This is an optimization exercise on Yosys and OpenROAD, whose aim is small area, a short achievable clock period and few clock cycles per item, not a production implementation.
Only simulation tests tie the RTL to the original design; equivalence was not proved.
Power figures rest on the tool's default switching activity, not on a simulated workload.

`design/flow/config.mk`:
```
export PLATFORM = sky130hd
export DESIGN_NAME = iar_stream_codec
export DESIGN_NICKNAME = iar_stream_codec
export VERILOG_FILES = /design/flow/design.v
export SDC_FILE = /design/flow/constraint.sdc
export NUM_CORES = 4
export LEC_CHECK = 0
export ABC_AREA = 1
export CAP_MARGIN = 20
export CORE_MARGIN = 2
export CORE_UTILIZATION = 30
export PLACE_DENSITY = 0.4
export SLEW_MARGIN = 20
```
`design/flow/constraint.sdc`:
```
create_clock -name core_clock -period 40.0 [get_ports {clk}]
set_input_delay 8.0000 -clock core_clock [delete_from_list [all_inputs] [get_ports {clk}]]
set_output_delay 8.0000 -clock core_clock [all_outputs]
set_load 0.01 [all_outputs]
```
`design/flow/design.v`:
```
module fp_round_pack (
    input  wire              sign,
    input  wire signed [11:0] e,
    input  wire [23:0]       m,
    input  wire              g,
    input  wire              s,
    output reg  [31:0]       result
);
    wire        sub  = (e <= 12'sd0);
    wire [11:0] shw  = 12'd1 - e;
    wire [4:0]  sh   = !sub ? 5'd0 : ((shw > 12'd25) ? 5'd25 : shw[4:0]);
    wire [24:0] v    = {m, g};
    wire [24:0] vs   = v >> sh;
    wire        lost = |(v & ~({25{1'b1}} << sh));
    wire [7:0]  ef   = sub ? 8'd0 : e[7:0];
    wire        gg   = vs[0];
    wire        ss   = s | lost;
    wire [30:0] rnd  = {ef, vs[23:1]} + {30'd0, gg & (ss | vs[1])};
    always @* begin
        if (!sub && e >= 12'sd255)
            result = {sign, 8'hFF, 23'd0};
        else
            result = {sign, rnd};
    end
endmodule
module fp_i2f (
    input  wire [30:0] mag,
    input  wire [4:0]  lz,
    output wire [23:0] m,
    output wire [4:0]  e
);
    wire [30:0] mn  = mag << lz;
    wire [24:0] r   = {1'b0, mn[30:7]} + {24'd0, mn[6] & ((|mn[5:0]) | mn[7])};
    assign m    = r[24] ? 24'h800000 : r[23:0];
    assign e    = (5'd30 - lz) + {4'd0, r[24]};
endmodule
module fp_mul (
    input  wire [24:0] acc,
    input  wire [23:0] a,
    input  wire [7:0]  b,
    output wire [32:0] s
);
    assign s = {8'd0, acc} + a * b;
endmodule
module fp_add (
    input  wire [31:0] a,
    input  wire [31:0] b,
    output reg  [31:0] y
);
    wire a_nan = (&a[30:23]) && (|a[22:0]);
    wire b_nan = (&b[30:23]) && (|b[22:0]);
    wire a_inf = (&a[30:23]) && !(|a[22:0]);
    wire b_inf = (&b[30:23]) && !(|b[22:0]);
    wire        swap = b[30:0] > a[30:0];
    wire [31:0] l = swap ? b : a;
    wire [31:0] s = swap ? a : b;
    wire [23:0] ml = {|l[30:23], l[22:0]};
    wire [23:0] ms = {|s[30:23], s[22:0]};
    wire [7:0]  xl = (|l[30:23]) ? l[30:23] : 8'd1;
    wire [7:0]  xs = (|s[30:23]) ? s[30:23] : 8'd1;
    wire [7:0]  d  = xl - xs;
    wire        far = (d > 8'd26);
    wire [4:0]  dsh = far ? 5'd27 : d[4:0];
    wire [26:0] sfull = {ms, 3'b000};
    wire [26:0] sx = sfull >> dsh;
    wire [26:0] lostm = ~({27{1'b1}} << dsh);
    wire        lost = |(sfull & lostm);
    wire [26:0] ws = {sx[26:1], sx[0] | lost};
    wire        sub = l[31] ^ s[31];
    wire [27:0] sum = sub ? ({1'b0, ml, 3'b000} - {1'b0, ws}) : ({1'b0, ml, 3'b000} + {1'b0, ws});
    reg  [4:0]  lz;
    integer i;
    always @* begin
        lz = 5'd27;
        for (i = 0; i < 27; i = i + 1)
            if (sum[i]) lz = 5'd26 - i[4:0];
    end
    wire [7:0]  lim = xl - 8'd1;
    wire [7:0]  shl = ({3'd0, lz} > lim) ? lim : {3'd0, lz};
    wire [26:0] mn  = sum[26:0] << shl[4:0];
    wire [7:0]  en  = xl - shl;
    wire [23:0] sig  = sum[27] ? sum[27:4] : mn[26:3];
    wire        grd  = sum[27] ? sum[3] : mn[2];
    wire        stk  = sum[27] ? (|sum[2:0]) : (|mn[1:0]);
    wire [7:0]  ef   = sum[27] ? (xl + 8'd1) : (mn[26] ? en : 8'd0);
    wire [30:0] rnd  = {ef, sig[22:0]} + {30'd0, grd & (stk | sig[0])};
    always @* begin
        if (a_nan || b_nan || (a_inf && b_inf && (a[31] != b[31])))
            y = 32'h7FC00000;
        else if (a_inf)
            y = a;
        else if (b_inf)
            y = b;
        else if (sum == 28'd0)
            y = {a[31] & b[31], 31'd0};
        else if (sum[27] && xl == 8'd254)
            y = {l[31], 8'hFF, 23'd0};
        else
            y = {l[31], rnd};
    end
endmodule
module fp_div #(
    parameter R = 4
) (
    input  wire [24:0]     rem_in,
    input  wire [23:0]     div,
    output reg  [25*R-1:0] rem_k,
    output reg  [R-1:0]    q
);
    integer i;
    reg [24:0] r;
    reg [25:0] df;
    always @* begin
        r = rem_in;
        for (i = 0; i < R; i = i + 1) begin
            df = {1'b0, r} - {2'b00, div};
            q[R-1-i] = !df[25];
            r = (df[25] ? r : df[24:0]) << 1;
            rem_k[25*i +: 25] = r;
        end
    end
endmodule
module iar_stream_codec (
    input  wire        clk,
    input  wire        rst,
    input  wire        cmd_valid,
    output wire        cmd_ready,
    input  wire [31:0] cmd_word,
    input  wire [31:0] cmd_a0,
    input  wire [31:0] cmd_a1,
    input  wire [71:0] cmd_data,
    input  wire [3:0]  cmd_len,
    output reg         rsp_valid,
    output wire [7:0]  rsp_status,
    output reg  [31:0] rsp_r0,
    output wire [31:0] rsp_r1,
    output wire [71:0] rsp_out,
    output wire [3:0]  rsp_len
);
    localparam [3:0] ST_OK             = 4'd0;
    localparam [3:0] ST_CONFIG_ERR     = 4'd1;
    localparam [3:0] ST_MALFORMED      = 4'd3;
    localparam [3:0] ST_ALLOC_ERR      = 4'd4;
    localparam [3:0] ST_ILLEGAL        = 4'd5;
    localparam [3:0] ST_QRANGE_ERR     = 4'd8;
    localparam [3:0] ST_NOT_CONFIGURED = 4'd10;
    localparam [31:0] REF_SEED = 32'h40000000;
    localparam integer R = 4;             
    localparam [2:0] K_NOP = 3'd0, K_RST = 3'd1, K_ZZE = 3'd2, K_ZZD = 3'd3,
                     K_CFG = 3'd4, K_SC  = 3'd5, K_SD  = 3'd6, K_ILL = 3'd7;
    localparam [2:0] F_IDLE = 3'd0, F_EXEC = 3'd1, F_NORM = 3'd2, F_DIV = 3'd3,
                     F_ERR  = 3'd5;
    localparam [1:0] B_IDLE = 2'd0, B_NORM = 2'd1, B_MUL = 2'd2, B_PASS = 2'd3;
    localparam [1:0] A_IDLE = 2'd0, A_ADD = 2'd1, A_RSP = 2'd2, A_CFGW = 2'd3;
    localparam [1:0] J_RSP = 2'd0, J_SC = 2'd1, J_SD = 2'd2, J_CFG = 2'd3;
    reg [2:0] f_state;
    reg [1:0] b_state;
    reg [1:0] a_state;
    reg [2:0]  k_kind;
    reg [1:0]  k_ch;       
    reg [71:0] k_data;     
    reg [3:0]  k_len;
    reg [23:0] dm;         
    reg [24:0] rem;        
    reg signed [10:0] xq;  
    reg signed [9:0] dxa;  
    reg        qsg;        
    reg        dz;         
    reg        first;      
    reg        b1;         
    reg [1:0]  nl;         
    reg [2:0]  cnt;        
    reg [31:0] fq;         
    reg [3:0]  e_st;       
    reg        j_v;
    reg [1:0]  j_kind;
    reg [1:0]  j_ch;
    reg [3:0]  j_st;
    reg [31:0] j_x;        
    reg [24:0] j_rem;      
    reg signed [10:0] j_d;  
    reg        j_b1;
    reg        j_qsg;
    reg        j_dz;
    reg [23:0] j_dm;       
    reg [1:0]  b_kind;
    reg [1:0]  b_ch;
    reg [3:0]  b_st;
    reg [31:0] bx;         
    reg [23:0] ma;         
    reg signed [9:0] xa;   
    reg [23:0] qfm;        
    reg [4:0]  qfe;        
    reg [1:0]  ci;         
    reg        msg;        
    reg [24:0] acc;        
    reg        st;         
    reg [1:0]  a_kind;
    reg [1:0]  a_ch;
    reg [3:0]  a_st;
    reg [31:0] a_x;
    reg [31:0] pr;         
    reg        ch_cfg [0:3];
    reg [30:0] ch_t   [0:3];
    reg [31:0] ch_ref [0:3];
    reg [3:0]  rsp_st;
    reg [1:0]  rmode;
    reg [31:0] rx;
    integer i;
    wire [7:0] in_op = cmd_word[7:0];
    wire [3:0] in_ch = cmd_word[11:8];
    wire       in_hi = |cmd_word[31:12];
    wire       in_multi = (in_op == 8'h70) || (in_op == 8'h71) || (in_op == 8'h80) || (in_op == 8'h81);
    wire       in_ctl   = (in_op == 8'h00) || (in_op == 8'h01) || (in_op == 8'h40) || (in_op == 8'h41);
    wire       in_legal = !in_hi && ((in_multi && in_ch[3:1] == 3'd0) || (in_ctl && in_ch == 4'd0));
    reg  [2:0] in_kind;
    always @* begin
        case (in_op)
            8'h00: in_kind = K_NOP;
            8'h01: in_kind = K_RST;
            8'h40: in_kind = K_ZZE;
            8'h41: in_kind = K_ZZD;
            8'h70, 8'h80: in_kind = K_CFG;
            8'h71: in_kind = K_SC;
            8'h81: in_kind = K_SD;
            default: in_kind = K_ILL;
        endcase
        if (!in_legal) in_kind = K_ILL;
    end
    wire in_cfg = (in_op == 8'h70) || (in_op == 8'h80);
    wire [31:0] k_a   = k_data[31:0];
    wire        c_cfg = ch_cfg[k_ch];
    wire [30:0] c_t   = ch_t[k_ch];
    wire [31:0] f_ref = ch_ref[k_ch];
    wire [31:0] a_ref = ch_ref[a_ch];
    wire [30:0] j_t   = ch_t[j_ch];
    wire        jt_sub = !(|j_t[30:23]);
    wire        t_sub = !(|c_t[30:23]);
    wire [23:0] t_m   = {!t_sub, c_t[22:0]};
    wire signed [9:0] t_x = t_sub ? -10'sd126 : ({2'd0, c_t[30:23]} - 10'sd127);
    wire [31:0] zz_enc = {k_a[30:0], 1'b0} ^ {32{k_a[31]}};
    wire [31:0] zz_dec = {1'b0, k_a[31:1]} ^ {32{k_a[0]}};
    wire        fe_add;
    wire        be_add = (a_state == A_ADD) && !fe_add;
    wire [31:0] add_a = be_add ? a_ref : k_a;
    wire [31:0] add_b = be_add ? pr : {~f_ref[31], f_ref[30:0]};
    wire [31:0] add_y;
    fp_add u_add (.a(add_a), .b(add_b), .y(add_y));
    wire        d_sub = !(|add_y[30:23]);
    wire        d_nan_inf = &add_y[30:23];
    wire        d_zero = (add_y[30:0] == 31'd0);
    reg  [71:0] fbits;
    reg  [4:0]  dn;
    reg         dfound;
    always @* begin
        for (i = 0; i < 72; i = i + 1)
            fbits[i] = k_data[i] && (k_len > i / 8);
        dn = 5'd0;
        dfound = 1'b0;
        for (i = 35; i >= 4; i = i - 1)
            if (fbits[i]) begin
                dfound = 1'b1;
                dn = i - 4;
            end
    end
    wire [66:0] fsh  = fbits[71:5] >> dn;
    reg  [31:0] dlow;
    always @* begin
        for (i = 0; i < 32; i = i + 1)
            dlow[i] = (i < 31) && fsh[i] && (i < dn);
    end
    wire [31:0] dx   = dlow | (32'd1 << dn);
    wire [3:0]  sd_st = !c_cfg ? ST_NOT_CONFIGURED :
                        (k_len > 4'd9) ? ST_ALLOC_ERR :
                        !dfound ? ST_MALFORMED : ST_OK;
    wire signed [10:0] xd   = first ? (xq - {dxa[9], dxa}) : xq;    
    wire        full = (xd >= 11'sd23);                
    wire signed [10:0] dtot = full ? 11'sd28 : (xd + 11'sd2);    
    wire [2:0]  ncyc = dtot[4:2] + {2'd0, |dtot[1:0]};
    wire [1:0]  nl_f = dtot[1:0] - 2'd1;
    wire [1:0]  nl_c = first ? nl_f : nl;
    wire        dlast = first ? (ncyc == 3'd1) : (cnt == 3'd1);
    wire [25*R-1:0] div_rk;
    wire [R-1:0]    div_q;
    fp_div #(.R(R)) u_div (.rem_in(rem), .div(dm), .rem_k(div_rk), .q(div_q));
    reg  [24:0] div_rem;
    reg  [31:0] div_fq;
    always @* begin
        div_rem = div_rk[25*(R-1) +: 25];
        div_fq  = {fq[31-R:0], div_q};
        if (dlast) begin
            case (nl_c)
                2'd0: begin div_rem = div_rk[0 +: 25];  div_fq = {fq[30:0], div_q[3]};   end
                2'd1: begin div_rem = div_rk[25 +: 25]; div_fq = {fq[29:0], div_q[3:2]}; end
                2'd2: begin div_rem = div_rk[50 +: 25]; div_fq = {fq[28:0], div_q[3:1]}; end
                default: ;
            endcase
        end
    end
    wire        jfull = (j_d >= 11'sd23);
    wire        qtop = j_x[27];
    wire [23:0] xm   = qtop ? j_x[27:4] : j_x[26:3];
    wire        xg   = qtop ? j_x[3] : j_x[2];
    wire        xs   = (qtop ? (|j_x[2:0]) : (|j_x[1:0])) | (j_rem != 25'd0);
    wire [24:0] xr   = {1'b0, xm} + {24'd0, xg & (xs | xm[0])};
    wire signed [11:0] xe = {j_d[10], j_d} - {11'd0, !qtop} + {11'd0, xr[24]};
    wire [23:0] xm2  = xr[24] ? 24'h800000 : xr[23:0];
    wire        kovf = !j_dz && jfull && (xe >= 12'sd31);
    wire [24:0] xh   = {1'b0, xm2} + 25'd1;
    wire [30:0] kful = (xe == 12'sd22) ? {7'd0, xh[24:1]} : ({7'd0, xm2} << xe[2:0] + 3'd1);
    wire [4:0]  es   = 5'd22 - j_d[4:0] + {4'd0, !j_b1};   
    wire [25:0] gap  = {j_dm, 1'b0} - {1'b0, j_rem};        
    wire [23:0] tol  = j_dm >> es;
    wire        kup  = j_x[0] || (gap < {2'b0, tol}) || (gap == {2'b0, tol} && es != 5'd0);
    wire [31:0] kear = {1'b0, j_x[31:1]} + {31'd0, kup};
    wire [30:0] kmag = (j_dz || j_d < -11'sd2) ? 31'd0 : (jfull ? kful : kear[30:0]);
    wire        kneg = j_qsg && (kmag != 31'd0);
    wire        j_sc    = (j_kind == J_SC);
    wire [31:0] j_sym   = j_sc ? {kmag, !kneg} : j_x;  
    wire [30:0] i2f_mag = j_sym[31:1];                 
    reg  [4:0]  klz;
    always @* begin
        klz = 5'd0;
        for (i = 0; i < 31; i = i + 1)
            if (i2f_mag[i]) klz = 5'd30 - i;
    end
    wire        i2f_z = (i2f_mag == 31'd0);
    wire [23:0] i2f_m;
    wire [4:0]  i2f_e;
    fp_i2f u_i2f (.mag(i2f_mag), .lz(klz), .m(i2f_m), .e(i2f_e));
    wire [1:0]  i2f_ci = (i2f_m[15:0] == 16'd0) ? 2'd2 : ((i2f_m[7:0] == 8'd0) ? 2'd1 : 2'd0);
    wire        b_cfg = (b_kind == J_CFG);
    reg  [7:0]  mdig;
    always @* begin
        case (ci)
            2'd0: mdig = qfm[7:0];
            2'd1: mdig = qfm[15:8];
            default: mdig = qfm[23:16];
        endcase
    end
    wire [32:0] ms;
    fp_mul u_mul (.acc(acc), .a(ma), .b(mdig), .s(ms));
    wire        mlast = (ci == 2'd2);
    wire signed [11:0] me = {{2{xa[9]}}, xa} + (b_cfg ? -12'sd1 : {7'd0, qfe}) + 12'sd127 + {11'd0, ms[31]};
    wire [23:0] mm  = ms[31] ? ms[31:8] : ms[30:7];
    wire        mg  = ms[31] ? ms[7] : ms[6];
    wire        mst = st | (ms[31] ? (|ms[6:0]) : (|ms[5:0]));
    wire [31:0] mul_y;
    fp_round_pack u_pack (.sign(!b_cfg && msg), .e(me), .m(mm), .g(mg), .s(mst), .result(mul_y));
    wire md_ok  = !k_a[31] && (k_a[30:23] != 8'hFF) && (k_a[30:0] != 31'd0);
    wire cfg_ok = (pr[30:0] != 31'd0) && (pr[30:23] < 8'hFE);
    wire [30:0] t_new = (pr[30:23] == 8'd0) ? {pr[29:0], 1'b0}
                                            : {pr[30:23] + 8'd1, pr[22:0]};
    reg [4:0] en;
    always @* begin
        en = 5'd0;
        for (i = 0; i < 32; i = i + 1)
            if (rx[i]) en = i;
    end
    reg  [31:0] elow;
    always @* begin
        for (i = 0; i < 32; i = i + 1)
            elow[i] = rx[i] && (i < en);
    end
    wire [71:0] frame = {35'd0, elow, 1'b1, 4'd0} << en;
    wire [6:0]  efb   = 7'd5 + {1'b0, en, 1'b0};
    wire [6:0]  efb7  = efb + 7'd7;
    assign rsp_status = {4'd0, rsp_st};
    assign rsp_r1  = (rmode != 2'd0) ? {25'd0, efb} : 32'd0;
    assign rsp_out = rmode[1] ? frame : 72'd0;
    assign rsp_len = rmode[1] ? efb7[6:3] : 4'd0;
    wire ba_free = (a_state == A_IDLE) || be_add || (a_state == A_RSP);
    wire bm_move = ((b_state == B_PASS) || (b_state == B_MUL && mlast)) && ba_free;
    wire be_take = j_v && ((b_state == B_IDLE) || bm_move);
    wire j_free  = !j_v || be_take;
    wire cfg_pend = ((b_state != B_IDLE) && b_cfg) || (j_v && j_kind == J_CFG) ||
                    (a_state == A_CFGW);
    wire div_skip = first && (dz || xd <= -11'sd2);    
    wire fe_final = (f_state == F_EXEC && k_kind != K_SC) || (f_state == F_ERR) ||
                    (f_state == F_DIV && (dlast || div_skip));
    wire fe_hand  = fe_final &&
                    ((k_kind == K_RST) ? (b_state == B_IDLE && a_state == A_IDLE && !j_v) :
                     (k_kind == K_SD)  ? (j_free && !cfg_pend) : j_free);
    wire sc_wait  = cfg_pend ||
                    ((b_state != B_IDLE) && (b_kind == J_SC) && (b_ch == k_ch)) ||
                    ((a_state != A_IDLE) && (a_kind == J_SC) && (a_ch == k_ch)) ||
                    (j_v && (j_kind == J_SC) && (j_ch == k_ch));
    assign fe_add    = (f_state == F_EXEC) && (k_kind == K_SC) && !sc_wait;
    assign cmd_ready = (f_state == F_IDLE) || fe_hand;
    wire accept = cmd_valid && cmd_ready;
    reg        h_rsp;      
    reg [3:0]  h_st;
    reg [31:0] h_r0;
    always @* begin
        h_rsp = 1'b1;
        h_st  = ST_OK;
        h_r0  = 32'd0;
        case (f_state)
            F_EXEC: begin
                case (k_kind)
                    K_ZZE: h_r0 = zz_enc;
                    K_ZZD: h_r0 = zz_dec;
                    K_ILL: h_st = ST_ILLEGAL;
                    K_CFG: h_rsp = 1'b0;
                    K_SD: begin
                        h_st  = sd_st;
                        h_rsp = (sd_st != ST_OK);
                    end
                    default: ;
                endcase
            end
            F_DIV: h_rsp = 1'b0;
            default: h_st = e_st;
        endcase
    end
    integer j;
    always @(posedge clk) begin
        rsp_valid <= 1'b0;
        if (accept) begin
            k_kind <= in_kind;
            k_ch   <= {in_op[7], in_ch[0]};
            k_data <= {cmd_data[71:32], in_cfg ? cmd_a1 : ((in_op == 8'h81) ? cmd_data[31:0] : cmd_a0)};
            k_len  <= cmd_len;
        end
        if (rst) begin
            f_state <= F_IDLE;
            b_state <= B_IDLE;
            a_state <= A_IDLE;
            j_v     <= 1'b0;
            for (j = 0; j < 4; j = j + 1) begin
                ch_cfg[j] <= 1'b0;
                ch_ref[j] <= REF_SEED;
            end
        end else begin
            case (a_state)
                A_RSP: begin
                    rsp_valid <= 1'b1;
                    rsp_st    <= a_st;
                    rsp_r0    <= a_x;
                    rmode     <= 2'd0;
                    a_state   <= A_IDLE;
                end
                A_CFGW: begin
                    a_state   <= A_IDLE;
                    rsp_valid <= 1'b1;
                    rsp_st    <= cfg_ok ? ST_OK : ST_CONFIG_ERR;
                    rsp_r0    <= cfg_ok ? pr : 32'd0;
                    rmode     <= 2'd0;
                    if (cfg_ok) begin
                        ch_cfg[a_ch] <= 1'b1;
                        ch_t[a_ch]   <= t_new;
                        ch_ref[a_ch] <= REF_SEED;
                    end
                end
                A_ADD: if (be_add) begin
                    ch_ref[a_ch] <= add_y;
                    rsp_valid <= 1'b1;
                    rsp_st    <= ST_OK;
                    rsp_r0    <= add_y;
                    rmode     <= (a_kind == J_SC) ? 2'd2 : 2'd1;
                    rx        <= a_x;
                    a_state   <= A_IDLE;
                end
                default: ;
            endcase
            case (b_state)
                B_NORM: begin
                    ma <= ma << 1;
                    xa <= xa - 10'sd1;
                    if (ma[22]) b_state <= B_MUL;
                end
                B_MUL: begin
                    if (!mlast) begin
                        acc <= ms[32:8];
                        st  <= st | (|ms[7:0]);
                        ci  <= ci + 2'd1;
                    end
                end
                default: ;
            endcase
            if (bm_move) begin
                b_state <= B_IDLE;
                a_kind  <= b_kind;
                a_ch    <= b_ch;
                a_st    <= b_st;
                a_x     <= bx;
                pr      <= (b_state == B_MUL) ? mul_y : 32'd0;
                a_state <= (b_kind == J_RSP) ? A_RSP : ((b_kind == J_CFG) ? A_CFGW : A_ADD);
            end
            case (f_state)
                F_EXEC: begin
                    if (k_kind == K_SC) begin
                        if (!sc_wait) begin
                            dm    <= t_m;
                            rem   <= {1'b0, !d_sub, add_y[22:0]};
                            xq    <= d_sub ? -11'sd126 : ({3'd0, add_y[30:23]} - 11'sd127);
                            dxa   <= t_x;
                            qsg   <= add_y[31];
                            dz    <= d_zero;
                            fq    <= 32'd0;
                            first <= 1'b1;
                            if (!c_cfg) begin
                                e_st    <= ST_NOT_CONFIGURED;
                                f_state <= F_ERR;
                            end else if (d_nan_inf) begin
                                e_st    <= ST_QRANGE_ERR;
                                f_state <= F_ERR;
                            end else if (d_zero) f_state <= F_DIV;
                            else if (t_sub || d_sub) f_state <= F_NORM;
                            else f_state <= F_DIV;
                        end
                    end
                end
                F_NORM: begin
                    if (!dm[23]) begin
                        dm  <= dm << 1;
                        dxa <= dxa - 10'sd1;
                    end
                    if (!rem[23]) begin
                        rem <= rem << 1;
                        xq  <= xq - 11'sd1;
                    end
                    if ((dm[23] || dm[22]) && (rem[23] || rem[22]))
                        f_state <= F_DIV;
                end
                F_DIV: begin
                    if (!(fe_final && !fe_hand)) begin
                        first <= 1'b0;
                        xq    <= xd;
                        if (first) begin
                            b1 <= div_q[R-1];
                            nl <= nl_f;
                        end
                        rem <= div_rem;
                        fq  <= div_fq;
                        cnt <= first ? (ncyc - 3'd1) : (cnt - 3'd1);
                    end
                end
                default: ;
            endcase
            if (be_take) begin
                j_v     <= 1'b0;
                b_kind  <= j_kind;
                b_ch    <= j_ch;
                b_st    <= j_st;
                bx      <= j_sym;
                acc     <= 25'd0;
                st      <= 1'b0;
                ci      <= i2f_ci;
                qfm     <= i2f_m;
                qfe     <= i2f_e;
                msg     <= !j_sym[0];
                ma      <= {!jt_sub, j_t[22:0]};
                xa      <= jt_sub ? -10'sd126 : ({2'd0, j_t[30:23]} - 10'sd127);
                case (j_kind)
                    J_RSP: b_state <= B_PASS;
                    J_CFG: begin
                        ma      <= {|j_x[30:23], j_x[22:0]};
                        xa      <= (|j_x[30:23]) ? ({2'd0, j_x[30:23]} - 10'sd127) : -10'sd126;
                        qfm     <= 24'hFFBE77;
                        ci      <= 2'd0;
                        b_state <= (|j_x[30:23]) ? B_MUL : B_NORM;
                    end
                    default: begin
                        b_state <= i2f_z ? B_PASS : (jt_sub ? B_NORM : B_MUL);
                        if (j_sc && kovf) begin
                            b_kind  <= J_RSP;
                            b_st    <= ST_QRANGE_ERR;
                            bx      <= 32'd0;
                            b_state <= B_PASS;
                        end
                    end
                endcase
            end
            if (fe_hand) begin
                f_state <= F_IDLE;
                j_v     <= 1'b1;
                j_ch    <= k_ch;
                j_st    <= h_st;
                j_x     <= h_r0;
                if (h_rsp) begin
                    j_kind <= J_RSP;
                    if (k_kind == K_RST && f_state == F_EXEC) begin
                        for (j = 0; j < 4; j = j + 1) begin
                            ch_cfg[j] <= 1'b0;
                            ch_ref[j] <= REF_SEED;
                        end
                    end
                end else if (k_kind == K_CFG) begin
                    j_x     <= k_a;
                    if (!md_ok) begin
                        j_kind <= J_RSP;
                        j_st   <= ST_CONFIG_ERR;
                        j_x    <= 32'd0;
                    end else
                        j_kind <= J_CFG;
                end else if (k_kind == K_SC) begin
                    j_kind <= J_SC;
                    j_x    <= div_skip ? fq : div_fq;
                    j_rem  <= div_skip ? rem : div_rem;
                    j_d    <= xd;
                    j_b1   <= first ? div_q[R-1] : b1;
                    j_qsg  <= qsg;
                    j_dz   <= dz;
                    j_dm   <= dm;
                end else begin
                    j_kind <= J_SD;
                    j_x    <= dx;
                end
            end
            if (accept) f_state <= F_EXEC;
        end
    end
endmodule
```
`design/flow/flow/run.sh`:
```
#!/bin/bash
# The standard layout (the standard.sh: standard synthesis, floorplan,
# placement, CTS, routing, finish), with timing repair asked to leave this
# much setup slack at the design's clock period, so that it also works on
# paths that already meet the clock. Its full output goes to standard.log.
set -e
export SETUP_SLACK_MARGIN=25
bash standard.sh > standard.log 2>&1
```
`design/flow/standard.sh`:
```
#!/bin/bash
# synth_recipe.tcl (not shown) runs the flow's synth.tcl, then flattens the netlist and writes it again
# the make line also repeats each setting of config.mk as NAME=value (left out here)
make -C /OpenROAD-flow-scripts/flow DESIGN_CONFIG=/design/flow/config.mk WORK_HOME=/design/flow/orfs CLKGATE_MAP_FILE= SYNTH_SCRIPT=/design/flow/synth_recipe.tcl "${@:-finish}"
```
==> flow_metrics.tcl, run 1 <==
set metrics [dict create \
    cts_hold_buffers 0 \
    total_placed_instance_area_sq_um 88200 \
    detailedRoute.firstIterationViolations 7662 \
    grt_util_met2 0.422 \
    antenna_left 0 \
    synth_cells 11800 \
    synth_top_area_frac 0.300 \
    critPathLaunchType "flop" \
    clock_tree.htree_level_count 3 \
    vias_in_the_first_global_route 80500 \
    critical_path.endpoint_type "flop" \
    synth.largest_area_cell "sky130_fd_sc_hd__edfxtp_1" \
    floorplan.initialDensity 0.302 \
    busiest_layer "met2" \
    cp.required_ps 40440 \
    hold_class "flop to flop" \
    fmaxAchievable_ghz 0.0615 \
    numCtsBuffers 104 \
    final_max_slew_viol_count 0 \
    power_per_cell_area_nw_per_um2 83.1 \
    slowest_delay_ps 490 \
    drive_above_1_share 0.151 \
    synth-seq-cells 836 \
    sequential_share_of_the_synthesized_area 0.305 \
    netlist_area_sq_um 81700 \
    fin_worst_skew_ps 64.0 \
    final_worst_path_period_share 0.407 \
    chipHeight_microns 526 \
    max_slew_margin 0.190 \
    nFillCells 28600 \
    grt_setup_unrepaired "true" \
    yosys_warnings 4 \
    globalRouteTotalUtil 0.268 \
    tightestPinTransition_ps 1210 \
    clock_tree.buffer_depth 3 \
    drv.max_cap_violation_count 0 \
    dominantRegCellSynth "sky130_fd_sc_hd__edfxtp_1" \
    dieArea_sq_um 277000 \
    final_core_util 0.376 \
    setup_viol 0 \
    final_area_sq_um 102000 \
    drt_drc_violations_left 0 \
    cp_slowest_cell "sky130_fd_sc_hd__edfxtp_1" \
    ioPinCount 325 \
    layout_min_cycle_time_ps 16270 \
    place_ws_ps 17680 \
    dpl.hpwl_mm 289 \
    drtPass1Iterations 8 \
    place.gp.congestion 0.932 \
    clk_pin_slew_worst_setup_hold_paths_ps 70 \
    groute.layer.met1.usage 0.369 \
    count_of_flip_flops_with_a_built_in_enable_after_synthesis 817 \
    clock_latency_ps 780 \
    finalHoldViolations 0 \
    core-area_sq_um 271000 \
    synth_top_cells_by_area "sky130_fd_sc_hd__edfxtp_1, sky130_fd_sc_hd__nand2_1, sky130_fd_sc_hd__o21ai_0" \
    tritoncts_num_sinks 836 \
    rows 191 \
    antenna_found_initial 23 \
    detail_route.vias_per_cell 5.34 \
    vdd.ir_drop.worst_v 0.0000772 \
    drt_wl_total_mm 387 \
    run_status "complete, no violations" \
    whs_ps 409 \
    timing.critical_path.fanout_max 18 \
    gr-usage-met3 0.0317 \
    regToRegSetupSlack_ps 23730 \
    number_of_buffer_cells_added_on_primary_ports 281 \
    drt-wirelength-per-cell_microns 24.2 \
    cellLeakagePower_nw 43.3 \
    yosysUniqueCellTypes 88 \
    globalRouteOverflowTotal 0 \
    synth_async_sr_flop_share 0 \
    grt_pass1_wl_mm 555 \
    timing.final.ws_setup_ps 23730 \
    routed-via-count 85500 \
    synthToLayoutAreaGrowth_pct 24.7 \
    die-width_microns 526 \
    tritoncts_clock_tree "done" \
    finalNetCount 13100 \
    avgSynthCellArea_sq_um 6.95 \
    worst-setup-path-type "flop to flop" \
    setup_tns_ps 0 \
    clock-root-buffer "sky130_fd_sc_hd__clkbuf_16" \
    grt_max_degree 92 \
    cp_data_arrival_time_ps 16710 \
]
## metal layers
metal,part of all wire,up-vias,wire length [microns]
li1,-,40900,-
met1,0.45,41200,174000
met2,0.44,2884,171000
met3,0.059,543,22700
met4,0.051,6,19600
met5,0.00011,-,42
## sequential cells by signal (all words and copies together), names as in the netlist, 32 cells and up, named ones only
signal  count
bx         32
fq         32
rx         32
a_x        32
k_data     67
pr         32
rsp_r0     32
ch_t      124
ch_ref    128
j_x        32
## kinds of logic after synthesis
| family | synth area share |
|---|---|
| simple gates | 0.264 |
| compound gates | 0.193 |
| buf+inv | 0.0998 |
| flops | 0.305 |
| fa+ha+maj | 0.0991 |
| xor+xnor | 0.0336 |
| mux | 0.00576 |
| other cells | 0.0000919 |
## cell type report
class                   count  area, sq um  area share
repair inverters           10         87.6    0.000860
clock inverters            61          714     0.00701
repair buffers            970         9320      0.0915
diodes                     13         32.5    0.000319
inverters                1519         5900      0.0579
multi-input cells        8891        53700       0.527
flip-flops and latches    836        24900       0.245
well taps                3570         4470      0.0439
clock buffers             129         2740      0.0269
## per-stage QoR
step | cells | total power [mW]
after floorplan | 11800 | 4.42
after global placement | 15200 | 6.07
after detailed placement | 15200 | 6.08
after CTS | 15800 | 7.99
after global routing | 16000 | 9.08
final | 16000 | 8.46
## worst max-delay path, delay by kind of cell (launching register included)
| kind | cells | cell delay (ps) |
|---|---|---|
| xor+xnor | 1 | 130 |
| buf+inv | 30 | 3840 |
| flops | 1 | 490 |
| fa+ha+maj | 8 | 1970 |
| compound gates | 14 | 2070 |
| simple gates | 63 | 7340 |
## cells in the final DEF (no fill, tap or decap), types with 138 or more instances in the layout
cell type / n
sky130_fd_sc_hd__clkdlybuf4s50_1: 280
sky130_fd_sc_hd__nand4_1: 143
sky130_fd_sc_hd__o21ai_0: 1158
sky130_fd_sc_hd__nand2_1: 2528
sky130_fd_sc_hd__xor2_1: 214
sky130_fd_sc_hd__buf_4: 520
sky130_fd_sc_hd__inv_1: 1366
sky130_fd_sc_hd__edfxtp_1: 817
sky130_fd_sc_hd__ha_1: 376
sky130_fd_sc_hd__nand3_1: 642
sky130_fd_sc_hd__nor2_1: 1045
sky130_fd_sc_hd__a21oi_1: 685
sky130_fd_sc_hd__nand2_2: 138
## report_power, final
| group | total [mW] | switching, mW | internal [mW] | leakage [nW] |
|---|---|---|---|---|
| combinational | 6.36 | 4.15 | 2.21 | 33.9 |
| sequential | 1.12 | 0.0378 | 1.08 | 7.76 |
| clock | 0.981 | 0.421 | 0.560 | 1.66 |
## Yosys cell counts (all sizes together), types with 4 or more instances
cell type	instances
o211ai	95
a21oi	743
inv	1499
a31o	5
o21a	16
o221ai	86
nand3	767
nor3b	9
a221oi	17
dfxtp	19
and2	12
buf	165
a21boi	11
xnor2	79
a21o	18
nor2	1176
o22ai	111
edfxtp	817
fa	142
a211oi	26
o2111ai	14
or2	46
clkbuf	400
nand4	143
o31ai	24
mux2i	47
o32ai	6
a311oi	7
o41ai	4
ha	420
nand2	2756
clkinv	20
a2111oi	4
a32oi	41
nor3	121
o21bai	26
o21ai	1392
a22oi	54
a31oi	59
o311ai	8
nand3b	21
nor4	66
a22o	11
xor2	230
## path summary, 6_finish.rpt
| path | startpoint | end | depth (start not counted) |
|---|---|---|---|
| setup / recovery | j_kind[1]$_SDFFCE_PN0P_ | xq[6]$_DFFE_PP_ | 116 |
| setup reg to reg | j_kind[1]$_SDFFCE_PN0P_ | xq[6]$_DFFE_PP_ | 116 |
| hold reg to reg | bx[16]$_DFFE_PP_ | a_x[16]$_DFFE_PP_ | 0 |
| hold / removal | bx[16]$_DFFE_PP_ | a_x[16]$_DFFE_PP_ | 0 |
## timing repair
item,in CTS,in global routing
cloned,42,7
gates resized for setup,954,423
buffers inserted,344,165
endpoints found under the setup margin,269,268
pin swaps,223,236
Testbench counts, summed over its fixed seeds: cycles 6,502, items 3,872.
==> inputs of run 2 (changes only) <==
--- a/design/flow/design.v
+++ b/design/flow/design.v
@@ -174,2 +174,3 @@
     reg [3:0]  e_st;       
+    reg        sc_hz;      
     reg        j_v;
@@ -387,3 +388,11 @@
                     (j_v && (j_kind == J_SC) && (j_ch == k_ch));
-    assign fe_add    = (f_state == F_EXEC) && (k_kind == K_SC) && !sc_wait;
+    assign fe_add    = (f_state == F_EXEC) && (k_kind == K_SC) && !sc_hz;
+    wire [1:0] in_chi = {in_op[7], in_ch[0]};
+    wire [1:0] hz_ch  = accept ? in_chi : k_ch;
+    wire ba_keep  = (a_state != A_IDLE) && !(a_state == A_ADD && be_add);
+    wire sc_hz_nx = cfg_pend || (fe_hand && k_kind == K_CFG) ||
+                    (accept && fe_hand && k_kind == K_SC && k_ch == in_chi) ||
+                    ((b_state != B_IDLE) && (b_kind == J_SC) && (b_ch == hz_ch)) ||
+                    (ba_keep && (a_kind == J_SC) && (a_ch == hz_ch)) ||
+                    (j_v && (j_kind == J_SC) && (j_ch == hz_ch));
     assign cmd_ready = (f_state == F_IDLE) || fe_hand;
@@ -418,2 +427,3 @@
         rsp_valid <= 1'b0;
+        sc_hz <= sc_hz_nx;
         if (accept) begin
@@ -492,3 +502,3 @@
                     if (k_kind == K_SC) begin
-                        if (!sc_wait) begin
+                        if (!sc_hz) begin
                             dm    <= t_m;
==> run 2 against run 1 <==
  * Still clean
  * Non-clock buffer count rose by 116
  * Synthesized cell count rose by 1.2%
  * Combinational power rose by 23%
  * First-iteration DRC count fell by 0.81%
  * Sequential power barely moved
  * Critical path depth fell by 2
  * Power rose by 18%
  * Global-route usage rose by 0.21 points
  * Sequential cell count fell by 1
  * Clock skew rose by 54 ps
==> flow_metrics.tcl, run 2 <==
set metrics [dict create \
    run_status "complete, no violations" \
    wl_met2_mm 179 \
    hold_class "flop to flop" \
    cp.required_ps 40540 \
    tightestPinTransition_ps 1250 \
    ioPinCount 325 \
    fin_worst_skew_ps 118 \
    drive_above_1_share 0.171 \
    synth-seq-cells 835 \
    drtPass1Iterations 7 \
    holdPathStages 0 \
    clock-root-buffer "sky130_fd_sc_hd__clkbuf_16" \
    number_of_buffer_cells_added_on_primary_ports 281 \
    yosysMostFrequentCell "sky130_fd_sc_hd__nand2_1" \
    clock_latency_ps 910 \
    antenna_found_initial 26 \
    chipHeight_microns 527 \
    sequential_share_of_the_synthesized_area 0.303 \
    largest_register_ffs 128 \
    tritoncts_num_sinks 835 \
    vias_in_the_first_global_route 82700 \
    synth_top_cells_by_count "sky130_fd_sc_hd__nand2_1, sky130_fd_sc_hd__inv_1, sky130_fd_sc_hd__o21ai_0" \
    timing.hold.worst_endpoint "a_x[16]$_DFFE_PP_" \
    dominantRegCellSynth "sky130_fd_sc_hd__edfxtp_1" \
    synth.largest_area_cell "sky130_fd_sc_hd__edfxtp_1" \
    synthToLayoutAreaGrowth_pct 27.6 \
    yosys_warnings 4 \
    finalNetCount 13300 \
    tritoncts_clock_tree "done" \
    globalRouteTotalUtil 0.270 \
    critPathLaunchType "flop" \
    core-area_sq_um 273000 \
    power_per_cell_area_nw_per_um2 95.5 \
    setup_viol 0 \
    synth_async_sr_flop_share 0 \
    yosysUniqueCellTypes 82 \
    rows 192 \
    avgSynthCellArea_sq_um 6.91 \
    total_length_of_routed_met3_wires_mm 21.8 \
    cp_slowest_cell "sky130_fd_sc_hd__edfxtp_1" \
    netlist_area_sq_um 82200 \
    critical_path.startpoint "k_kind[1]$_SDFFCE_PN1P_" \
    multi_input_comb_area_sq_um 55000 \
    dieArea_sq_um 278000 \
    floorplan.initialDensity 0.301 \
    final_max_slew_viol_count 0 \
    max_slew_margin 0.164 \
    dp.cells 15400 \
    crit-reg2reg-launch "k_kind[1]$_SDFFCE_PN1P_" \
    worst-setup-path-type "flop to flop" \
    grt_max_degree 96 \
    finalNonFillerCells 16300 \
    dpl.hpwl_mm 293 \
    drv.max_cap_violation_count 0 \
    synth_top_cells_by_area "sky130_fd_sc_hd__edfxtp_1, sky130_fd_sc_hd__nand2_1, sky130_fd_sc_hd__o21ai_0" \
    die-width_microns 527 \
    cellLeakagePower_nw 44.6 \
    nFillCells 28700 \
    cts_hold_buffers 0 \
    finalHoldViolations 0 \
    cp_data_arrival_time_ps 15780 \
    grt_setup_unrepaired "true" \
    routed-via-count 87500 \
    place.gp.congestion 0.931 \
    top_signal_layer_used "met5" \
    drt_wl_total_mm 394 \
    vdd.ir_drop.worst_v 0.000110 \
    final_cell_mix "sky130_fd_sc_hd__nand2_1, sky130_fd_sc_hd__inv_1, sky130_fd_sc_hd__o21ai_0" \
    setup_tns_ps 0 \
    regArea_sq_um 24900 \
    final_worst_path_period_share 0.381 \
    drt-wirelength-per-cell_microns 24.2 \
    drt_drc_violations_left 0 \
    worst_hold_startpoint "bx[16]$_DFFE_PP_" \
    detail_route.vias_per_cell 5.38 \
    numCtsBuffers 110 \
    count_of_flip_flops_with_a_built_in_enable_after_synthesis 815 \
    critical_path.endpoint_type "flop" \
    antenna_left 0 \
    clock_tree.buffer_depth 4 \
    largest_register "ch_ref" \
    detail_route.wirelength.met1_mm 173 \
    timing.critical_path.mode_cell "sky130_fd_sc_hd__buf_4" \
    synth_top_area_frac 0.298 \
    largestRegisters "ch_ref (128), ch_t (124), k_data (67)" \
    slowest_delay_ps 480 \
    globalRouteOverflowTotal 0 \
    r2r_cells 114 \
    fmaxAchievable_ghz 0.0656 \
    grt_pass1_wl_mm 562 \
    timing.critical_path.fanout_max 8 \
    reg2reg_to "rem[23]$_DFFE_PP_" \
    layout_min_cycle_time_ps 15250 \
    commonest_non_fill_non_tap_cell_in_the_layout "sky130_fd_sc_hd__nand2_1" \
    regToRegSetupSlack_ps 24760 \
    clk_pin_slew_worst_setup_hold_paths_ps 60 \
    clock_tree.htree_level_count 3 \
    detailedRoute.firstIterationViolations 7600 \
    synth_cells 11900 \
]
## run 2: cell types whose count changed in the layout (fill, tap and decap cells not counted), moves of 46 or more
cell / before / now
sky130_fd_sc_hd__o21ai_0: 1158 / 1242
sky130_fd_sc_hd__o21ai_1: 135 / 89
sky130_fd_sc_hd__nand3_2: 94 / 143
sky130_fd_sc_hd__o22ai_1: 111 / 65
sky130_fd_sc_hd__o211ai_1: 94 / 157
sky130_fd_sc_hd__a21oi_1: 685 / 535
sky130_fd_sc_hd__buf_4: 520 / 608
## run 2: worst max-delay path, delay by kind of cell, from the launching register on
family,cells,cell delay [ps]
AOI/OAI and AO/OA,8,1210
xor gates and xnor gates,1,150
adders and majority gates,4,1010
buffers and inverters,67,8070
DFF,1,480
and+or+nand+nor,34,3830
## run 2: stage by stage
| stage | hold slack [ps] | total power [mW] | setup slack, ps | util | cell area, sq um |
|---|---|---|---|---|---|
| 2_1_floorplan | 400 | 5.00 | 24920 | - | 82400 |
| 4_1_cts | 417 | 8.81 | 25000 | 0.362 | 98900 |
| 3_3_place_gp | 404 | 6.83 | 17310 | 0.324 | 88600 |
| 6_report | 417 | 10.0 | 24760 | 0.384 | 105000 |
| 3_5_place_dp | 405 | 6.86 | 17300 | 0.324 | 88600 |
| 5_1_grt | 422 | 10.7 | 24270 | 0.384 | 105000 |
## run 2: cell type report
| class | instances | share of cell area |
|---|---|---|
| clock inverters | 68 | 0.00783 |
| repair inverters | 15 | 0.00103 |
| diodes | 9 | 0.000215 |
| multi-input cells | 8980 | 0.524 |
| well taps | 3589 | 0.0428 |
| flip-flops and latches | 835 | 0.237 |
| clock buffers | 130 | 0.0275 |
| repair buffers | 1086 | 0.101 |
| inverters | 1553 | 0.0579 |
## run 2: cell families after synthesis
family | Yosys count | synth area share
AO/OA/AOI/OAI | 2763 | 0.192
XOR/XNOR | 305 | 0.0326
adder cells (fa/ha/maj) | 560 | 0.0982
buffers and inverters | 2137 | 0.102
flip-flops | 835 | 0.303
multiplexers | 28 | 0.00341
other | 2 | 0.0000914
AND/OR/NAND/NOR | 5269 | 0.269
## run 2: report_power, final
group	total, mW	switching (mW)	internal [mW]
clock	1.04	0.426	0.617
sequential	1.14	0.0440	1.10
combinational	7.84	4.97	2.87
total	10.0	5.44	4.58
## run 2: metal layers
layer  GRT usage  up-vias
li1            -    41500
met1       0.361    42300
met2       0.435     3150
met3      0.0305      600
met4       0.124        4
met5           0        -
## run 2: repair_timing
item / CTS / global route
buffers inserted: 352 / 251
cloned: 49 / 15
resized for setup: 802 / 880
setup endpoints to repair: 261 / 271
pin swaps: 242 / 385
## run 2: worst max-delay path by stage
stage                     depth (start not counted)               endpoint
after global routing                            101   pr[30]$_SDFFCE_PN0P_
final                                           114      rem[23]$_DFFE_PP_
after global placement                           95   rsp_r0[12]$_DFFE_PP_
after detailed placement                         97   rsp_r0[30]$_DFFE_PP_
after CTS                                       107      rem[23]$_DFFE_PP_
after floorplan                                 116  e_st[1]$_SDFFCE_PN1P_
Testbench counts of run 2, summed over its fixed seeds: cycles 6,510, items 3,872.
==> inputs of run 3 (changes only) <==
--- a/design/flow/flow/run.sh
+++ b/design/flow/flow/run.sh
@@ -6,3 +6,3 @@
 set -e
-export SETUP_SLACK_MARGIN=25
+export SETUP_SLACK_MARGIN=28
 bash standard.sh > standard.log 2>&1
==> run 3 against run 2 <==
  * Critical path depth fell by 10
  * Largest cell class unchanged
  * Hold slack got worse by 41 ps
  * Clock power barely moved
  * Critical endpoint is now e_st[1]$_SDFFCE_PN1P_
  * Sequential power barely moved
  * Still clean on timing, DRC and antenna
  * Die area did not move
  * Highest routed layer unchanged
  * Non-clock buffer count rose by 384
  * Wire length rose by 3.3%
  * Area after synthesis did not move
==> flow_metrics.tcl, run 3 <==
set metrics [dict create \
    drt-wirelength-per-cell_microns 24.4 \
    ioPinCount 325 \
    dpl.hpwl_mm 294 \
    number_of_buffer_cells_added_on_primary_ports 281 \
    drt_wl_total_mm 407 \
    antenna_found_initial 27 \
    final_core_util 0.410 \
    worst_hold_startpoint "bx[18]$_DFFE_PP_" \
    timing.critical_path.mode_cell "sky130_fd_sc_hd__nor2_4" \
    layout_min_cycle_time_ps 15070 \
    die-width_microns 527 \
    holdPathStages 0 \
    grt_max_degree 96 \
    cts_hold_buffers 0 \
    fmaxAchievable_ghz 0.0663 \
    vias_in_the_first_global_route 85700 \
    rows 192 \
    grt_setup_unrepaired "true" \
    worst-setup-path-type "flop to flop" \
    drv.max_cap_violation_count 0 \
    final_area_sq_um 112000 \
    routed-via-count 90000 \
    setup_viol 0 \
    hold_class "flop to flop" \
    crit-reg2reg-launch "k_kind[1]$_SDFFCE_PN1P_" \
    commonest_non_fill_non_tap_cell_in_the_layout "sky130_fd_sc_hd__nand2_1" \
    synth.largest_area_cell "sky130_fd_sc_hd__edfxtp_1" \
    finalNonFillerCells 16700 \
    clock-root-buffer "sky130_fd_sc_hd__clkbuf_16" \
    globalRouteTotalUtil 0.278 \
    antenna_left 0 \
    tritoncts_clock_tree "done" \
    core-area_sq_um 273000 \
    cp.required_ps 40460 \
    cp_data_arrival_time_ps 15540 \
    timing.critical_path.fanout_max 7 \
    synth_top_cells_by_area "sky130_fd_sc_hd__edfxtp_1, sky130_fd_sc_hd__nand2_1, sky130_fd_sc_hd__o21ai_0" \
    globalRouteOverflowTotal 0 \
    place.gp.congestion 0.923 \
    dominantRegCellSynth "sky130_fd_sc_hd__edfxtp_1" \
    detailedRoute.firstIterationViolations 7665 \
    critical_path.endpoint_type "flop" \
    yosysMostFrequentCell "sky130_fd_sc_hd__nand2_1" \
    largest_register "ch_ref" \
    nFillCells 28000 \
    final_cell_mix "sky130_fd_sc_hd__nand2_1, sky130_fd_sc_hd__inv_1, sky130_fd_sc_hd__o21ai_0" \
    clock_tree.buffer_depth 3 \
    regToRegSetupSlack_ps 24930 \
    synth_top_cells_by_count "sky130_fd_sc_hd__nand2_1, sky130_fd_sc_hd__inv_1, sky130_fd_sc_hd__o21ai_0" \
    slowest_delay_ps 500 \
    grt_pass1_wl_mm 578 \
    final_max_slew_viol_count 0 \
    clock_latency_ps 780 \
    chipHeight_microns 527 \
    dieArea_sq_um 278000 \
    sequential_share_of_the_synthesized_area 0.303 \
    drt_drc_violations_left 0 \
    cellLeakagePower_nw 47.6 \
    avgSynthCellArea_sq_um 6.91 \
    reg2reg_to "e_st[1]$_SDFFCE_PN1P_" \
    count_of_flip_flops_with_a_built_in_enable_after_synthesis 815 \
    finalHoldViolations 0 \
    synth_cells 11900 \
    netlist_area_sq_um 82200 \
    dp.cells 15400 \
    r2r_cells 104 \
    detail_route.vias_per_cell 5.40 \
    drtPass1Iterations 5 \
    floorplan.initialDensity 0.301 \
    regArea_sq_um 24900 \
    synthToLayoutAreaGrowth_pct 36.2 \
    final_worst_path_period_share 0.377 \
    vdd.ir_drop.worst_v 0.000107 \
    clk_pin_slew_worst_setup_hold_paths_ps 60 \
    drive_above_1_share 0.250 \
    timing.hold.worst_endpoint "a_x[18]$_DFFE_PP_" \
    cp_slowest_cell "sky130_fd_sc_hd__fa_2" \
    max_slew_margin 0.134 \
    total_placed_instance_area_sq_um 89600 \
    synth-seq-cells 835 \
    synth_async_sr_flop_share 0 \
    finalNetCount 13700 \
    tightestPinTransition_ps 1300 \
    yosysUniqueCellTypes 82 \
    yosys_warnings 4 \
    largest_register_ffs 128 \
    numCtsBuffers 107 \
    tritoncts_num_sinks 835 \
    synth_top_area_frac 0.298 \
    run_status "complete, no violations" \
    clock_tree.htree_level_count 3 \
    power_per_cell_area_nw_per_um2 102 \
    critPathLaunchType "flop" \
    fin_worst_skew_ps 62.8 \
    multi_input_comb_area_sq_um 58500 \
    largestRegisters "ch_ref (128), ch_t (124), k_data (67)" \
    setup_tns_ps 0 \
]
## run 3: cell count changes in the layout (fill, tap and decap cells not counted), moves of 46 or more
cell	previous run	this run
sky130_fd_sc_hd__buf_2	3	68
sky130_fd_sc_hd__buf_4	608	819
sky130_fd_sc_hd__buf_6	106	262
sky130_fd_sc_hd__clkdlybuf4s50_1	280	206
sky130_fd_sc_hd__inv_1	1408	1331
sky130_fd_sc_hd__inv_2	76	135
sky130_fd_sc_hd__nand2_1	2554	2436
sky130_fd_sc_hd__nand2_2	172	237
sky130_fd_sc_hd__nor2_1	1059	975
sky130_fd_sc_hd__nor2_2	72	120
sky130_fd_sc_hd__o21ai_0	1242	1021
sky130_fd_sc_hd__o21ai_1	89	151
sky130_fd_sc_hd__o21ai_2	86	199
sky130_fd_sc_hd__o21ai_4	27	73
## run 3: what timing repair did
item,in CTS,in global routing
setup buffers,684,317
endpoints found under the setup margin,365,361
pin swaps,529,600
resized for setup,1960,953
gates cloned,67,13
## run 3: kinds of logic after synthesis
group | count (synthesis) | synth area share
AOI/OAI and AO/OA | 2763 | 0.192
xor gates and xnor gates | 305 | 0.0326
adders and majority gates | 560 | 0.0982
buffers and inverters | 2137 | 0.102
DFF | 835 | 0.303
muxes | 28 | 0.00341
other | 2 | 0.0000914
and+or+nand+nor | 5269 | 0.269
## run 3: where the power goes
part	total [mW]	leakage [nW]	switching [mW]	internal, mW
Sequential	1.14	7.74	0.0448	1.10
Clock	1.01	1.74	0.438	0.576
Combinational	9.25	38.1	5.58	3.67
## run 3: through the flow
stage	total power [mW]	hold WS [ps]	setup WS, ps
after detailed placement	7.07	406	19290
after global routing	12.1	389	24170
after global placement	7.04	407	19380
after floorplan	5.25	400	26000
after CTS	10.3	369	25210
final	11.4	376	24930
## run 3: worst max path at each step
stage | cells after the start | end | startpoint | slack, ps
3_5_place_dp | 88 | rsp_r0[10]$_DFFE_PP_ | a_state[0]$_SDFFE_PP0P_ | 19290
4_1_cts | 103 | e_st[1]$_SDFFCE_PN1P_ | k_kind[1]$_SDFFCE_PN1P_ | 25210
6_report | 104 | e_st[1]$_SDFFCE_PN1P_ | k_kind[1]$_SDFFCE_PN1P_ | 24930
3_3_place_gp | 94 | rsp_r0[30]$_DFFE_PP_ | f_state[0]$_SDFFE_PP0P_ | 19380
2_1_floorplan | 115 | rem[23]$_DFFE_PP_ | k_kind[1]$_SDFFCE_PN1P_ | 26000
5_1_grt | 111 | xq[7]$_DFFE_PP_ | k_kind[1]$_SDFFCE_PN1P_ | 24170
## run 3: worst max-delay path: cells and delay by family, from the launching register on
kind | cells | cell delay, ps
buffers and inverters | 20 | 2560
adder cells (fa/ha/maj) | 6 | 1610
XOR/XNOR | 1 | 210
AND/OR/NAND/NOR | 60 | 7020
flip-flops | 1 | 490
AO/OA/AOI/OAI | 17 | 2810
## run 3: area by class of cell
| cell class | count | area share |
|---|---|---|
| antenna | 15 | 0.000335 |
| clock buffer | 123 | 0.0245 |
| clock inverter | 77 | 0.00769 |
| inverter | 1553 | 0.0554 |
| multi-input combinational | 8984 | 0.522 |
| sequential | 835 | 0.222 |
| tap | 3589 | 0.0401 |
| timing repair buffer | 1470 | 0.125 |
| timing repair inverter | 27 | 0.00239 |
## run 3: routing by layer
layer / vias up / part of all wire / GRT usage
met1: 43800 / 0.43 / 0.360
met3: 628 / 0.055 / 0.0306
li1: 42400 / - / -
met2: 3090 / 0.47 / 0.466
met4: 8 / 0.049 / 0.118
met5: - / 0.00016 / 0
==> inputs of run 4 (changes only) <==
--- a/design/flow/flow/run.sh
+++ b/design/flow/flow/run.sh
@@ -6,3 +6,3 @@
 set -e
-export SETUP_SLACK_MARGIN=28
+export SETUP_SLACK_MARGIN=25
 bash standard.sh > standard.log 2>&1
--- a/design/flow/config.mk
+++ b/design/flow/config.mk
@@ -10,4 +10,4 @@
 export CORE_MARGIN = 2
-export CORE_UTILIZATION = 30
-export PLACE_DENSITY = 0.4
+export CORE_UTILIZATION = 40
+export PLACE_DENSITY = 0.5
 export SLEW_MARGIN = 20
==> run 4 against run 3 <==
  * Still clean on timing, DRC and antenna
  * Area after synthesis unchanged
  * Via count decreased by 2.9%
  * Die area decreased by 25%
  * Count of clock-buffer cells in the layout unchanged
  * Clock power decreased by 5%
  * Cell count decreased by 9.1%
  * Fmax increased by 0.48%
  * Non-clock buffer count decreased by 576
  * Sequential share of layout area increased by 2.6 points
  * Register-to-register slack improved by 70 ps
==> flow_metrics.tcl, run 4 <==
set metrics [dict create \
    run_status "complete, no violations" \
    critPathLaunchType "flop" \
    finalHoldViolations 0 \
    ioPinCount 325 \
    timing.critical_path.fanout_max 8 \
    synth.largest_area_cell "sky130_fd_sc_hd__edfxtp_1" \
    drv.max_cap_violation_count 0 \
    sequential_share_of_the_synthesized_area 0.303 \
    dieArea_sq_um 209000 \
    cellLeakagePower_nw 43.0 \
    routed-via-count 87300 \
    drt-wirelength-per-cell_microns 23.9 \
    rows 166 \
    tightestPinTransition_ps 1190 \
    worst-setup-path-type "flop to flop" \
    fmaxAchievable_ghz 0.0667 \
    synth-compound-area-share 0.192 \
    count_of_flip_flops_with_a_built_in_enable_after_synthesis 815 \
    fin_worst_skew_ps 61.6 \
    final_worst_path_period_share 0.375 \
    setup_viol 0 \
    clkPwrFrac 0.102 \
    die-width_microns 457 \
    floorplan.initialDensity 0.402 \
    timing.final.ws_setup_ps 25000 \
    dpl.hpwl_mm 272 \
    drtPass1Iterations 6 \
    share_comb_of_total_power 0.778 \
    avgSynthCellArea_sq_um 6.91 \
    tritoncts_num_sinks 835 \
    drive_above_1_share 0.146 \
    main_combinational_cell_family_by_area_after_synthesis "simple AND/OR/NAND/NOR gates" \
    core-area_sq_um 204000 \
    grt_max_degree 96 \
    cts_hold_buffers 0 \
    place_ws_ps 17390 \
    power_per_cell_area_nw_per_um2 94.3 \
    place.gp.congestion 0.983 \
    synth-seq-cells 835 \
    final_max_slew_viol_count 0 \
    clock-root-buffer "sky130_fd_sc_hd__clkbuf_16" \
    dominantRegCellSynth "sky130_fd_sc_hd__edfxtp_1" \
    antenna_found_initial 31 \
    clock_latency_ps 770 \
    detailedRoute.firstIterationViolations 9021 \
    internal_power_mw 4.24 \
    tritoncts_clock_tree "done" \
    vias_in_the_first_global_route 79900 \
    clock_tree.htree_level_count 3 \
    detail_route.vias_per_cell 5.76 \
    synth_top_cells_by_area "sky130_fd_sc_hd__edfxtp_1, sky130_fd_sc_hd__nand2_1, sky130_fd_sc_hd__o21ai_0" \
    max_slew_margin 0.197 \
    hold_class "flop to flop" \
    yosys_warnings 4 \
    flop_pwr_share 0.121 \
    synth_top_cells_by_count "sky130_fd_sc_hd__nand2_1, sky130_fd_sc_hd__inv_1, sky130_fd_sc_hd__o21ai_0" \
    cp_data_arrival_time_ps 15630 \
    synth-simple-area-share 0.269 \
    grt_setup_unrepaired "true" \
    yosysMostFrequentCell "sky130_fd_sc_hd__nand2_1" \
    final_cell_mix "sky130_fd_sc_hd__nand2_1, sky130_fd_sc_hd__inv_1, sky130_fd_sc_hd__o21ai_0" \
    synth_async_sr_flop_share 0 \
    vdd.ir_drop.worst_v 0.000142 \
    netlist_area_sq_um 82200 \
    total_switching_power_mw 5.21 \
    antenna_left 0 \
    synth_top_area_frac 0.298 \
    critical_path.endpoint_type "flop" \
    swShare 0.551 \
    post_synthesis_mux_area_share 0.00341 \
    synthToLayoutAreaGrowth_pct 21.9 \
    finalNetCount 13100 \
    largestRegisters "ch_ref (128), ch_t (124), k_data (67)" \
    largest_register "ch_ref" \
    timing.critical_path.mode_cell "sky130_fd_sc_hd__nand2_2" \
    chipHeight_microns 457 \
    numCtsBuffers 97 \
    clock_tree.buffer_depth 3 \
    yosysUniqueCellTypes 82 \
    synth_fa_ha_area_frac 0.0982 \
    setup_tns_ps 0 \
    clk_pin_slew_worst_setup_hold_paths_ps 60 \
    layout_min_cycle_time_ps 15000 \
    xor_xnor_share_of_the_synthesized_area 0.0326 \
    largest_register_ffs 128 \
    grt_pass1_wl_mm 518 \
    cp.required_ps 40630 \
    globalRouteTotalUtil 0.328 \
    globalRouteOverflowTotal 0 \
    drt_wl_total_mm 362 \
    drt_drc_violations_left 0 \
    number_of_buffer_cells_added_on_primary_ports 281 \
    slowest_delay_ps 600 \
    synth_cells 11900 \
    cp_slowest_cell "sky130_fd_sc_hd__fa_2" \
    commonest_non_fill_non_tap_cell_in_the_layout "sky130_fd_sc_hd__nand2_1" \
]
run 4: layer usage:
layer / share of wire / track usage
met5: 0.00024 / 0
met4: 0.059 / 0.167
met3: 0.079 / 0.0469
met2: 0.44 / 0.514
met1: 0.42 / 0.439
run 4: cells by family (layout without fill, tap and decap cells):
family / Yosys count / in the layout
other: 2 / 49
DFF: 835 / 835
xor gates and xnor gates: 305 / 305
AOI/OAI and AO/OA: 2763 / 2763
and+or+nand+nor: 5269 / 5288
muxes: 28 / 28
adders and majority gates: 560 / 560
buffers and inverters: 2137 / 2640
run 4: stage by stage:
step                      instance area [sq um]  cells  total power, mW  utilization  hold slack [ps]
after global routing                     100000  15100             10.1        0.490              424
after detailed placement                  87400  14500             6.76        0.427              405
final                                    100000  15200             9.45        0.490              414
after CTS                                 95100  14900             8.36        0.465              418
after global placement                    87400  14500             6.71        0.427              405
after floorplan                           82400  11900             5.00            -              400
run 4: layout make-up:
class                   count  area (sq um)
clock buffers             123          2650
repair inverters           14          95.1
flip-flops and latches    835         24900
diodes                      9          22.5
clock inverters            56           724
fillers                 20600        104000
inverters                1553          6070
repair buffers            894          8590
well taps                2688          3360
multi-input cells        8984         53800
run 4: worst paths after layout:
check	startpoint	to	slack (ps)	cells after the start
setup / recovery	k_kind[1]$_SDFFCE_PN1P_	f_state[0]$_SDFFE_PP0P_	25000	111
hold / removal	bx[16]$_DFFE_PP_	a_x[16]$_DFFE_PP_	410	0
setup reg to reg	k_kind[1]$_SDFFCE_PN1P_	f_state[0]$_SDFFE_PP0P_	25000	111
hold reg to reg	bx[16]$_DFFE_PP_	a_x[16]$_DFFE_PP_	410	0
run 4: timing repair:
| action | 4_1_cts | 5_1_grt |
|---|---|---|
| buffers inserted | 220 | 223 |
| gates cloned | 42 | 13 |
| gates resized for setup | 544 | 799 |
| endpoints found under the setup margin | 275 | 306 |
| pin swaps | 121 | 348 |
run 4: worst max-delay path: cells and delay by family (launching register included):
kind | cells | cell delay [ps]
buffers and inverters | 23 | 2640
and+or+nand+nor | 61 | 7130
adders and majority gates | 6 | 1620
DFF | 1 | 500
AOI/OAI and AO/OA | 20 | 2730
xor gates and xnor gates | 1 | 180
run 4: power by group through the flow:
stage / logic [mW] / clock network [mW] / registers [mW]
floorplan: 3.86 / 0 / 1.13
global placement: 5.56 / 0 / 1.16
detailed placement: 5.60 / 0 / 1.16
CTS: 6.25 / 0.972 / 1.14
global route: 7.93 / 1.00 / 1.14
finish: 7.35 / 0.959 / 1.14

-- port drivers added, routing unchanged --
How much do the figures lean on ideal ports? The routed layouts below were timed once more, with nothing changed but the port constraints. Step 1, drivers: a clkbuf_16 drives clk and a buf_2 each remaining input, both assumed. Step 2 moves the port delays by t, midway between the first and last clock arrival at a register: inputs arrive t later, outputs are due t later. That takes back most of the time a late clock gives input paths. Three values: no drivers, after step 1, after step 2; two values: the first two.
| run | t, ns | setup WS [ns] | clock arrival spread, ns |
|---|---|---|---|
| run 1 | 0.840 | 23.734 / 23.734 / 23.734 | 0.073 / 0.073 |
| run 2 | 0.961 | 24.755 / 24.755 / 24.755 | 0.119 / 0.118 |
| run 3 | 0.853 | 24.927 / 24.927 / 24.927 | 0.065 / 0.065 |
| run 4 | 0.841 | 24.999 / 24.999 / 24.999 | 0.062 / 0.062 |
After both steps every run listed still meets setup and hold.
